Context: an optimization exercise on an open-source flow, tuned for small area. The choices shown serve that exercise and are no tape-out recipe.
The RTL was checked by simulation tests, not by an equivalence proof against the original design.
Power is estimated from default activity; no workload was simulated.

### design/flow/config.mk
export PLATFORM = sky130hd
export DESIGN_NAME = led_can_node
export DESIGN_NICKNAME = led_can_node
export VERILOG_FILES = /design/flow/design.v
export SDC_FILE = /design/flow/constraint.sdc
export NUM_CORES = 4
export LEC_CHECK = 0
export CAP_MARGIN = 20
export CORE_MARGIN = 2
export CORE_UTILIZATION = 40
export SLEW_MARGIN = 20
### design/flow/constraint.sdc
create_clock -name core_clock -period 10.0 [get_ports {clk}]
set_input_delay 2.0000 -clock core_clock [delete_from_list [all_inputs] [get_ports {clk}]]
set_output_delay 2.0000 -clock core_clock [all_outputs]
set_load 0.01 [all_outputs]
### design/flow/design.v
module led_channel (
    input  wire        clk,
    input  wire        rst,
    input  wire [15:0] period_ticks,
    input  wire [15:0] one_duty,
    input  wire [15:0] zero_duty,
    input  wire [15:0] reset_periods,
    input  wire        refill,        
    input  wire [23:0] fill,          
    input  wire        old_bit,       
    output wire [4:0]  idx,           
    input  wire        start,         
    output wire        idle,
    output wire        led_out,
    output wire [23:0] color
);
    localparam PH_IDLE   = 2'd0;
    localparam PH_LEAD   = 2'd1;
    localparam PH_STREAM = 2'd2;
    localparam PH_TRAIL  = 2'd3;
    reg [1:0]  ph;
    reg [23:0] pix;         
    reg        ntag;        
    reg        atag;        
    reg        ev;          
    reg        slot_on;
    reg        hi;
    reg        cb;          
    reg [15:0] tick;
    reg [15:0] cnt;         
    assign idle    = (ph == PH_IDLE);
    assign color   = pix;
    assign idx     = cnt[4:0];
    assign led_out = hi;
    wire [15:0] tick_inc = tick + 16'd1;
    wire        slot_end = !slot_on || (tick_inc == period_ticks);
    wire        fetch    = slot_end && (ph != PH_IDLE);
    wire        stream   = (ph == PH_STREAM);
    wire        a_last   = (cnt[4:0] == 5'd0);
    wire [15:0] cnt_dec  = cnt - 16'd1;
    wire        c_one    = (cnt == 16'd1);
    wire [15:0] duty     = cb ? one_duty : zero_duty;
    always @(posedge clk)
        if (refill)
            pix <= fill;
    always @(posedge clk) begin
        if (refill) begin
            ntag <= 1'b0;
            atag <= 1'b0;
        end else begin
            if (ev)
                ntag <= 1'b1;
            if (ev && ph == PH_LEAD)
                atag <= 1'b1;
            else if (fetch && stream && a_last)
                atag <= ntag;
        end
        if (fetch)
            cb <= atag ? pix[cnt[4:0]] : old_bit;
    end
    always @(posedge clk)
        tick <= slot_end ? 16'd0 : tick_inc;
    always @(posedge clk) begin
        if (start || (ev && stream && cnt[15]))
            cnt <= reset_periods;
        else if (ev && ph == PH_LEAD)
            cnt <= {11'd15, 5'd23};
        else if (fetch)
            cnt <= {cnt_dec[15:4], cnt_dec[3] & !(stream && a_last), cnt_dec[2:0]};
    end
    always @(posedge clk) begin
        if (rst) begin
            ph      <= PH_IDLE;
            ev      <= 1'b0;
            slot_on <= 1'b0;
            hi      <= 1'b0;
        end else begin
            slot_on <= !slot_end || (ph != PH_IDLE);
            hi      <= fetch ? stream : (hi && (tick_inc != duty));
            ev      <= fetch && (stream ? a_last : c_one);
            if (start)
                ph <= PH_LEAD;
            else if (ev) begin
                case (ph)
                    PH_LEAD:   ph <= PH_STREAM;
                    PH_STREAM: if (cnt[15]) ph <= PH_TRAIL;
                    default:   ph <= PH_IDLE;
                endcase
            end
        end
    end
endmodule
module led_can_node #(
    parameter NUM_LEDS = 16
) (
    input  wire        clk,
    input  wire        rst,
    input  wire        init,
    input  wire [15:0] cfg_period_ticks,
    input  wire [15:0] cfg_one_duty,
    input  wire [15:0] cfg_zero_duty,
    input  wire [15:0] cfg_reset_periods,
    input  wire [7:0]  cfg_node_id,
    input  wire [31:0] now,
    input  wire        periodic,
    input  wire        rx_valid,
    output wire        rx_ready,
    input  wire        rx_ide,
    input  wire        rx_rtr,
    input  wire [28:0] rx_id,
    input  wire [3:0]  rx_dlc,
    input  wire [63:0] rx_data,
    output wire        tx_valid,
    input  wire        tx_ready,
    output wire [28:0] tx_id,
    output wire [15:0] tx_data,
    input  wire [3:0]  gpio_in,
    output reg  [3:0]  gpio_out,
    output wire [1:0]  led_out,
    output wire        fatal
);
    localparam MODE_DISABLED = 2'd0;
    localparam MODE_SOLID    = 2'd1;
    localparam MODE_RAINBOW  = 2'd2;     
    localparam MODE_RAINBOW0 = 2'd3;     
    localparam S_IDLE   = 4'd0;
    localparam S_FNONE  = 4'd1;
    localparam S_FREAD  = 4'd2;
    localparam S_FPINS  = 4'd3;
    localparam S_FPIN   = 4'd4;
    localparam S_FRGB0  = 4'd5;
    localparam S_FRGB1  = 4'd6;
    localparam S_PER0   = 4'd7;
    localparam S_PER1   = 4'd8;
    localparam S_W0I    = 4'd9;     
    localparam S_W0P    = 4'd10;    
    localparam S_W1     = 4'd11;    
    localparam S_SEND   = 4'd12;
    reg        inited;
    reg        halted;
    reg [15:0] period_ticks, one_duty, zero_duty, reset_periods;
    reg [7:0]  node_id;
    wire [16:0] zlo, olp;
    assign zlo[0] = 1'b0;
    assign olp[0] = 1'b0;
    genvar ci;
    generate
        for (ci = 0; ci < 16; ci = ci + 1) begin : g_cmp
            assign zlo[ci+1] = (!cfg_zero_duty[ci] && cfg_one_duty[ci]) ||
                               ((!cfg_zero_duty[ci] || cfg_one_duty[ci]) && zlo[ci]);
            assign olp[ci+1] = (!cfg_one_duty[ci] && cfg_period_ticks[ci]) ||
                               ((!cfg_one_duty[ci] || cfg_period_ticks[ci]) && olp[ci]);
        end
    endgenerate
    wire cfg_ok = (cfg_zero_duty != 16'd0) && zlo[16] && olp[16] && (cfg_reset_periods != 16'd0);
    always @(posedge clk) begin
        if (rst) begin
            inited <= 1'b0;
            halted <= 1'b0;
        end else if (init && !inited && !halted) begin
            if (cfg_ok)
                inited <= 1'b1;
            else
                halted <= 1'b1;
        end
    end
    always @(posedge clk) begin
        if (!inited) begin
            period_ticks  <= cfg_period_ticks;
            one_duty      <= cfg_one_duty;
            zero_duty     <= cfg_zero_duty;
            reset_periods <= cfg_reset_periods;
            node_id       <= cfg_node_id;
        end
    end
    assign fatal = halted;
    reg [3:0]  st;
    reg        per_pend;
    reg [1:0]  fm;              
    reg [1:0]  mode0, mode1;
    wire [23:0] color0, color1;
    reg [31:0] last0, last1;
    reg        lz0, lz1;        
    wire [1:0] ch_idle;
    reg [23:0] old;             
    reg        oc;
    wire [4:0] idx0, idx1;
    assign rx_ready = inited && (st == S_IDLE) && !per_pend;
    assign tx_valid = (st == S_SEND);
    assign tx_id    = {21'd0, old[7:0]};
    assign tx_data  = {4'd0, gpio_out, 4'd0, old[11:8]};
    wire [7:0] r_cmd    = rx_id[15:8];
    wire       r_accept = rx_ide && !rx_rtr && (rx_id[7:0] == node_id);
    wire       r_rgbcmd = (r_cmd == 8'd5) || (r_cmd == 8'd6);
    reg  [3:0] r_state;
    always @(*) begin
        r_state = S_FNONE;
        if (r_accept) begin
            case (r_cmd)
                8'd0: if (rx_dlc == 4'd1) r_state = S_FREAD;
                8'd1: if (rx_dlc == 4'd1) r_state = S_FPINS;
                8'd2: if (rx_dlc == 4'd2 && rx_data[7:0] >= 8'd1 && rx_data[7:0] <= 8'd4 &&
                          rx_data[15:8] <= 8'd1)
                          r_state = S_FPIN;
                8'd5: if (rx_dlc == 4'd4 && rx_data[7:0] <= 8'd2) r_state = S_FRGB0;
                8'd6: if (rx_dlc == 4'd4 && rx_data[7:0] <= 8'd2) r_state = S_FRGB1;
                default: ;
            endcase
        end
    end
    wire        p_ch       = (st == S_PER1);
    wire [1:0]  p_mode     = p_ch ? mode1 : mode0;
    wire [31:0] p_last     = ({32{p_ch && !lz1}} & last1) | ({32{!p_ch && !lz0}} & last0);
    wire        p_rainbow  = p_mode[1];
    wire [10:0] p_lo;                            
    wire [10:0] p_bw;
    assign p_bw[0] = 1'b0;
    genvar bj;
    generate
        for (bj = 0; bj < 10; bj = bj + 1) begin : g_lo
            assign p_lo[bj]   = now[bj] ^ p_last[bj] ^ p_bw[bj];
            assign p_bw[bj+1] = (!now[bj] && p_last[bj]) || ((!now[bj] || p_last[bj]) && p_bw[bj]);
        end
    endgenerate
    assign p_lo[10] = p_bw[10];
    wire [21:0] p_nh       = now[31:10];
    wire [21:0] p_lh       = p_last[31:10];
    wire [21:0] p_ones;                          
    assign p_ones[0] = 1'b1;
    genvar bi;
    generate
        for (bi = 1; bi < 22; bi = bi + 1) begin : g_ones
            assign p_ones[bi] = p_ones[bi-1] & p_lh[bi-1];
        end
    endgenerate
    wire        p_heq0     = (p_nh == p_lh);
    wire        p_heq1     = ((p_nh ^ p_lh) == p_ones);    
    wire        p_hz       = p_lo[10] ? p_heq1 : p_heq0;   
    wire        p_gt100    = !p_hz || (|p_lo[9:7]) ||
                             (p_lo[6] && p_lo[5] && (p_lo[4] || p_lo[3] ||
                              (p_lo[2] && (p_lo[1] || p_lo[0]))));
    wire        p_gt1000   = !p_hz ||
                             ((&p_lo[9:5]) && (p_lo[4] ||
                              (p_lo[3] && (p_lo[2] || p_lo[1] || p_lo[0]))));
    wire        p_refresh  = p_rainbow ? p_gt100 : p_gt1000;
    wire        p_rz  = (old[15:8] == 8'd0);
    wire        p_gz  = (old[23:16] == 8'd0);
    wire        p_bz  = (old[7:0] == 8'd0);
    wire        p_z   = p_mode[0];
    wire        p_red = p_gz && p_bz;                
    wire        p_hold = p_red && !p_z;
    wire        p_c1  = p_bz && !p_rz;               
    wire        p_c2  = p_rz && !p_gz;               
    wire        p_c3  = !p_c1 && !p_c2;              
    wire [7:0]  p_x   = p_c1 ? old[15:8] : p_c2 ? old[23:16] : old[7:0];
    wire [7:0]  p_y   = p_x - 8'd3;
    wire        f_rgb   = (st == S_FRGB0) || (st == S_FRGB1);
    wire [1:0]  f_mode  = fm;
    wire        set_rgb = f_rgb && f_mode == 2'd1;
    wire        set_red = (f_rgb && f_mode == 2'd2) || (!f_rgb && p_rainbow && p_hold);
    wire        stp     = !f_rgb && p_rainbow && !p_hold;
    wire [23:0] fill;
    assign fill[15:8]  = ({8{set_rgb}} & old[15:8]) | {8{set_red}} |
                         ({8{stp && p_c1}} & p_y) | ({8{stp && p_c3}} & ~p_y);
    assign fill[23:16] = ({8{set_rgb}} & old[23:16]) |
                         ({8{stp && p_c2}} & p_y) | ({8{stp && p_c1}} & ~p_y);
    assign fill[7:0]   = ({8{set_rgb}} & old[7:0]) |
                         ({8{stp && p_c3}} & p_y) | ({8{stp && p_c2}} & ~p_y);
    wire refill0 = (st == S_FRGB0) || (st == S_PER0 && p_refresh && p_mode != MODE_SOLID);
    wire refill1 = (st == S_FRGB1) || (st == S_PER1 && p_refresh && p_mode != MODE_SOLID);
    wire start0 = (st == S_W0I || st == S_W0P) && ch_idle[0];
    wire start1 = (st == S_W1) && ch_idle[1];
    wire       old_bit = old[oc ? idx1 : idx0];
    wire       pre_per = (st == S_IDLE && per_pend) || (st == S_PER0 && !p_refresh) ||
                         (st == S_W0P && ch_idle[0]);
    wire       old_ch1 = (st == S_FRGB1) || (st == S_PER0) || (st == S_W0P);
    always @(posedge clk)
        if (refill0 || refill1)
            oc <= refill1;
    always @(posedge clk)
        if (f_rgb || pre_per) begin
            old <= old_ch1 ? color1 : color0;
        end else if (st == S_IDLE) begin
            old[23:8] <= rx_data[23:8];
            old[7:0]  <= r_rgbcmd ? rx_data[31:24] : rx_data[7:0];
        end else if (st == S_FREAD) begin
            old[11:8] <= gpio_in;       
        end
    always @(posedge clk) begin
        if (st == S_IDLE)
            fm <= rx_data[1:0];
    end
    always @(posedge clk) begin
        if (rst) begin
            st       <= S_IDLE;
            per_pend <= 1'b0;
            gpio_out <= 4'd0;
            mode0    <= MODE_DISABLED;
            mode1    <= MODE_DISABLED;
            lz0      <= 1'b1;
            lz1      <= 1'b1;
        end else begin
            case (st)
                S_IDLE: begin
                    if (per_pend) begin
                        per_pend <= 1'b0;
                        st       <= S_PER0;
                    end else if (rx_valid && rx_ready) begin
                        st <= r_state;
                    end
                end
                S_FNONE: st <= S_IDLE;
                S_FREAD: st <= S_SEND;
                S_FPINS: begin
                    gpio_out <= old[3:0];
                    st       <= S_IDLE;
                end
                S_FPIN: begin
                    gpio_out[old[1:0] - 2'd1] <= old[8];
                    st <= S_IDLE;
                end
                S_FRGB0: begin
                    mode0 <= {f_mode[1], f_mode[1] | f_mode[0]};
                    st    <= S_W0I;
                end
                S_FRGB1: begin
                    mode1 <= {f_mode[1], f_mode[1] | f_mode[0]};
                    st    <= S_W1;
                end
                S_PER0: begin
                    if (p_refresh && p_rainbow)
                        mode0[0] <= p_red && !p_z;
                    if (p_refresh) begin
                        lz0   <= 1'b0;
                        st    <= S_W0P;
                    end else begin
                        st <= S_PER1;
                    end
                end
                S_PER1: begin
                    if (p_refresh && p_rainbow)
                        mode1[0] <= p_red && !p_z;
                    if (p_refresh) begin
                        lz1   <= 1'b0;
                        st    <= S_W1;
                    end else begin
                        st <= S_IDLE;
                    end
                end
                S_W0I: if (ch_idle[0]) st <= S_IDLE;
                S_W0P: if (ch_idle[0]) st <= S_PER1;
                S_W1:  if (ch_idle[1]) st <= S_IDLE;
                S_SEND: if (tx_ready) st <= S_IDLE;
                default: st <= S_IDLE;
            endcase
            if (periodic && inited)
                per_pend <= 1'b1;
        end
    end
    always @(posedge clk) begin
        if (st == S_PER0 && p_refresh)
            last0 <= now;
        if (st == S_PER1 && p_refresh)
            last1 <= now;
    end
    led_channel u_ch0 (
        .clk           (clk),
        .rst           (rst),
        .period_ticks  (period_ticks),
        .one_duty      (one_duty),
        .zero_duty     (zero_duty),
        .reset_periods (reset_periods),
        .refill        (refill0),
        .fill          (fill),
        .old_bit       (old_bit),
        .idx           (idx0),
        .start         (start0),
        .idle          (ch_idle[0]),
        .led_out       (led_out[0]),
        .color         (color0)
    );
    led_channel u_ch1 (
        .clk           (clk),
        .rst           (rst),
        .period_ticks  (period_ticks),
        .one_duty      (one_duty),
        .zero_duty     (zero_duty),
        .reset_periods (reset_periods),
        .refill        (refill1),
        .fill          (fill),
        .old_bit       (old_bit),
        .idx           (idx1),
        .start         (start1),
        .idle          (ch_idle[1]),
        .led_out       (led_out[1]),
        .color         (color1)
    );
endmodule
### design/flow/flow/run.sh
#!/bin/bash
# The standard layout (standard.sh), with:
# - synthesis mapped by abc for area (flow/synth.tcl, flow/area.script);
# - the smallest buffer cell on the ports;
# - a clock tree of mid-size buffers without dummy loads;
# - the constant outputs tied by one tie cell.
# make's output goes to standard.log; ORFS keeps each step's log in orfs/logs.
set -euo pipefail
export BUFFER_PORTS_ARGS="-buffer_cell sky130_fd_sc_hd__buf_1"
export CTS_ARGS="-sink_clustering_enable -repair_clock_nets -buf_list {sky130_fd_sc_hd__clkbuf_8} -sink_clustering_size 15 -sink_clustering_max_diameter 100 -dont_use_dummy_load"
export SKIP_REPAIR_TIE_FANOUT=1
bash standard.sh SYNTH_SCRIPT="$PWD/flow/synth.tcl" finish > standard.log 2>&1
### design/flow/flow/area.script
&get -n
&st
&dch -f
&nf -R 1000 -a -p -F 8 -A 4 -C 32
&put
### design/flow/flow/synth.tcl
# The standard synthesis (synth_recipe.tcl in the work folder), with one
# change: abc maps the logic with an area-oriented script (flow/area.script)
# instead of ORFS's delay-oriented one. Registers are mapped before abc, so
# they are the standard synthesis's, by name, count and cell type.
set ::area_script [file join [file dirname [file normalize [info script]]] area.script]
proc abc {args} {
  set i [lsearch -exact $args -script]
  if { $i >= 0 } {
    set args [lreplace $args [expr {$i + 1}] [expr {$i + 1}] $::area_script]
  }
  yosys abc {*}$args
}
source [file join [file dirname [file dirname [file normalize [info script]]]] synth_recipe.tcl]
### design/flow/standard.sh
#!/bin/bash
# synth_recipe.tcl (not shown) runs the flow's synth.tcl, then flattens the netlist and writes it again
# the make line also repeats each setting of config.mk as NAME=value (left out here)
make -C /OpenROAD-flow-scripts/flow DESIGN_CONFIG=/design/flow/config.mk WORK_HOME=/design/flow/orfs CLKGATE_MAP_FILE= SYNTH_SCRIPT=/design/flow/synth_recipe.tcl "${@:-finish}"
==> notes.md <==
## logic make-up (layout without fill, tap and decap cells)
kind of cell             after synthesis  count (layout)
AO/OA/AOI/OAI                        260             260
multiplexers                          92              92
adder cells (fa/ha/maj)               58              58
other                                  1               1
AND/OR/NAND/NOR                      421             421
buffers and inverters                104             290
XOR/XNOR                             151             151
flip-flops                           308             308
## cell usage in the layout, fill, tap and decap left out, types with 18 or more instances in the layout
master,n
sky130_fd_sc_hd__nand3_1,26
sky130_fd_sc_hd__o21ai_0,48
sky130_fd_sc_hd__a21oi_1,75
sky130_fd_sc_hd__nand2_1,74
sky130_fd_sc_hd__a22o_1,22
sky130_fd_sc_hd__edfxtp_1,245
sky130_fd_sc_hd__mux4_2,20
sky130_fd_sc_hd__clkinv_1,56
sky130_fd_sc_hd__maj3_1,30
sky130_fd_sc_hd__nand2b_1,18
sky130_fd_sc_hd__ha_1,19
sky130_fd_sc_hd__dfxtp_1,63
sky130_fd_sc_hd__xnor2_1,81
sky130_fd_sc_hd__buf_1,192
sky130_fd_sc_hd__nor4_1,35
sky130_fd_sc_hd__a22oi_1,33
sky130_fd_sc_hd__nor3_1,28
sky130_fd_sc_hd__nor2_1,142
sky130_fd_sc_hd__xor2_1,70
sky130_fd_sc_hd__nand4_1,27
sky130_fd_sc_hd__clkbuf_8,24
sky130_fd_sc_hd__mux2i_1,69
## metrics by stage
step / worst slack, ns / total power [uW]
floorplan: 1.21 / 1690
global placement: 1.29 / 1780
detailed placement: 1.26 / 1790
CTS: 1.85 / 2400
global route: 1.65 / 2470
finish: 1.82 / 2370
## path summary, 6_finish.rpt
kind | startpoint | cells past startpoint | to
worst max register to register | st[2] | 29 | oc
worst min-delay path | mode0[1] | 2 | mode0[1]
worst max-delay path | cfg_zero_duty[0] | 20 | inited
worst min register to register | mode0[1] | 2 | mode0[1]
## area by class of cell
cell class                      instances  share of cell area, %
Timing Repair Buffer                  209                   4.90
Tap cell                              525                   3.71
Sequential cell                       308                   48.6
Clock buffer                           24                   1.86
Inverter                               57                   1.21
Multi-Input combinational cell        983                   39.7
## power by group
part | leakage (uW) | internal (uW) | total, uW | switching [uW]
registers | 0.00287 | 1440 | 1500 | 64.2
logic | 0.00268 | 94.8 | 253 | 158
clock network | 0.000173 | 215 | 614 | 399
## state kept, by name, summed over array words and instances (netlist names), 4 cells and up
| name | count |
|---|---|
| u_ch1.pix | 24 |
| u_ch0.pix | 24 |
| u_ch0.tick | 16 |
| period_ticks | 16 |
| u_ch1.cnt | 16 |
| one_duty | 16 |
| old | 24 |
| st | 4 |
| gpio_out | 4 |
| last0 | 32 |
| u_ch0.cnt | 16 |
| u_ch1.tick | 16 |
| node_id | 8 |
| reset_periods | 16 |
| last1 | 32 |
| zero_duty | 16 |
## layer usage
| metal | GRT usage, % | vias up | share of wire, % |
|---|---|---|---|
| met1 | 26.3 | 5719 | 44 |
| met4 | 4.37 | 4 | 2.3 |
| li1 | - | 5587 | - |
| met2 | 33.6 | 331 | 49 |
| met5 | 0 | - | 0.055 |
| met3 | 2.72 | 65 | 5.2 |
## worst max-delay path: cells and delay by family
family	cells	cell delay [ns]
adders and majority gates	15	5.61
buffers and inverters	1	0.10
AOI/OAI and AO/OA	1	0.15
and+or+nand+nor	3	0.83
==> notes.md <==
Status:
- The flow ran to the end and the layout has no timing, DRC or antenna violations.

Timing:
- The final count of pins violating max slew was 0.
- The post-route clock skew is 0.0579 ns.
- The total count of hold-check failures in the final report is 0.
- Derived from the worst setup path, the maximum achievable clock frequency is 122 MHz.
- After layout, the minimum clock period comes to 8.18 ns.
- Setup repair after global routing left no endpoint under its margin.
- The share of the clock period used by the worst path after layout is 81.8%.
- The total negative slack for setup checks is 0 ns.
- For the pin with the worst max-slew slack, the measured transition is 1.22 ns.
- Hold is met by 0.467 ns.
- Headroom to the max-slew limit came out at 17.6%.
- The number of setup violations in the final report is 0.

Placed design:
- The placer's final routability congestion estimate is 0.858.
- The number of buffers added on ports is 192.
- The detailed-placement wirelength estimate is 30400 um.
- The number of placed instances, taps included, is 2081.
- The cell area after placement is 17400 sq um.

Yosys:
- The commonest cells after synthesis are 245 x sky130_fd_sc_hd__edfxtp_1, 145 x sky130_fd_sc_hd__nor2_1, 81 x sky130_fd_sc_hd__xnor2_1.
- The synthesized area per cell is 11.6 sq um.
- Of the synthesized area, sequential elements account for 53.3%.
- Of the total synthesized cell area, the portion taken by full adders, half adders and majority gates is 4.44%.
- The Yosys step of the flow raised 2 warnings.
- The synthesized design devotes to its leading area cell type 45.5% of total area.
- The flip-flop cell with the highest count after synthesis is sky130_fd_sc_hd__edfxtp_1.
- Synthesis produced a netlist with a net count of 1636.
- The dominant combinational cell family by area after synthesis is simple AND/OR/NAND/NOR gates.
- The fraction of synthesized cell area in xor and xnor cells is 8.17%.
- Sorting the synthesized cells by area gives the leading types as sky130_fd_sc_hd__edfxtp_1 45%, sky130_fd_sc_hd__dfxtp_1 7.8%, sky130_fd_sc_hd__xnor2_1 4.4%.
- Yosys mapped a number of flops with a built-in enable equal to 245.
- The cell count after synthesis is 1395.
- For this run, asynchronously set or reset flops after synthesis account for 0%.
- The number of distinct standard cells referenced by the synthesized netlist is 54.
- The synthesized netlist devotes 10.6% of its cell area to compound gates.
- The count of state elements after synthesis is 308.
- Of all cell types, the one taking the most synthesized area is sky130_fd_sc_hd__edfxtp_1.
- The netlist area before placement is 16200 sq um.
- The most used standard cell by instance count after synthesis is sky130_fd_sc_hd__edfxtp_1.
- The portion of netlist area occupied by mux cells is 7.26%.
- Of the total synthesized cell area, the portion taken by AND, OR, NAND and NOR gates is 12.7%.

Worst setup path:
- In this design, the stage delay of the slowest critical-path cell is 0.48 ns.
- Traced cell by cell, the critical path runs through buf_1, nand2b_1, maj3_1, maj3_1, maj3_1, maj3_1, maj3_1, maj3_1, maj3_1, maj3_1, maj3_1, maj3_1, maj3_1, maj3_1, maj3_1, maj3_1, maj3_1, nand4b_1, or4b_1, a21oi_1.
- The critical path class is in -> reg.
- In this run the worst path has a maximum fanout of 3.
- The worst setup path is captured at a flip-flop.
- Setup slack on the worst reg-to-reg path comes out at 2.15 ns.
- The highest-delay cell along the critical path is sky130_fd_sc_hd__or4b_1.
- By instance count, the cell type seen most on the critical path is sky130_fd_sc_hd__maj3_1.
- The worst setup path is launched from an input pin.
- STA puts the critical path data arrival time at 8.68 ns.
- STA puts the critical path data required time at 10.50 ns.

Clock tree:
- Clock tree synthesis inserted a total of 24 buffers.
- The root buffer cell chosen for the clock tree is sky130_fd_sc_hd__clkbuf_8.
- The number of gates resized after CTS was 0.
- The number of hold-repair buffers added at the cts stage is 0.
- In this run the deepest clock path goes through 3 buffers.
- The number of sinks on the clock net is 308.
- After clock tree synthesis, the clock-pin slew on the worst setup and hold paths is 0.11 ns.
- For the worst-skew pair, the clock arrives at the later sink with an insertion delay of 0.62 ns.
- Post-CTS timing repair inserted 0 buffers for setup.
- The clock tree from TritonCTS is built.
- CTS built an H-tree with a depth of 1.

Floorplanning:
- The floorplan step set the die width to 205 um.
- 267 I/O pins were placed.
- The starting utilization of the core area is 40.6%.
- The placeable core area is 39800 sq um.
- In this run the vertical extent of the chip is 205 um.
- The die covers 42100 sq um.
- The floorplan has 73 rows.

Power and ir drop:
- The total power density per cell area is 134 nW/um^2.
- The largest vdd supply drop is 0.0000881 V.
- In this run the static leakage power is 0.00572 uW.

Cells and area:
- The number of antenna diodes in the final layout is 0.
- Fill cells in the final layout number 3816.
- Registers take 8620 sq um.
- The non-filler instance count after layout is 2106.
- In the final layout, the multi-input gates occupy 7040 sq um.
- The utilization of the core after routing is 44.5%.
- The ratio of cells with drive above 1 in the final layout is 4.49%.
- The final instance area is 17700 sq um.
- From synthesis to final layout, the design area changed by 9.56%.
- The final layout contains 1824 nets.

Routing:
- The final routed DRC violation total is 0.
- Across all layers, the routed design uses 11706 vias.
- The number of optimization iterations in the first detailed-route pass is 5.
- Once detail routing completed, the nets flagged for antenna violations numbered 0.
- The number of vias per cell after detailed routing is 5.56.
- The overall routed net length is 41500 um.
- The per-cell routed wire length is 19.7 um.
- The detailed router finished its first iteration with 757 violations.

Global route:
- The initial antenna violation count came to 2.
- The first global-routing pass estimated 64200 um of wire.
- The via count of the first global-routing pass is 11431.
- The remaining global-route overflow is 0.
- For this run, the total global-route usage over all layers was measured as 19.6%.
- The maximum number of pins on one net before global-route repair is 75.

Min path:
- In this run the worst hold path is classified as reg -> reg.

Run:
- The tool flagged a number of max-cap violations equal to 0.

separate check: timing with driven ports:
No port has a modelled driver above. Below, the same layout with a new extraction and two added sets of constraints. Step 1: set_driving_cell puts a clkbuf_16 on clk and a buf_2 on each other input, an assumption about the parent block. Step 2, shift: input delay + t, output delay - t, t = (earliest + latest rising clock arrival at the registers) / 2. This alone moves slack from input paths to output paths. Slacks: ideal ports / drivers / drivers and shift; pairs: ideal ports / drivers.
t, ns: 0.641
setup slack, ns: 1.816 / 1.845 / 1.204
worst hold slack (ns): 0.467 / 0.467 / 0.467
pins driven straight from the clock port: 1
After both steps this run still meets setup and hold. The setup slack of this run moves by +0.029 ns with the drivers and by -0.612 ns with both steps.
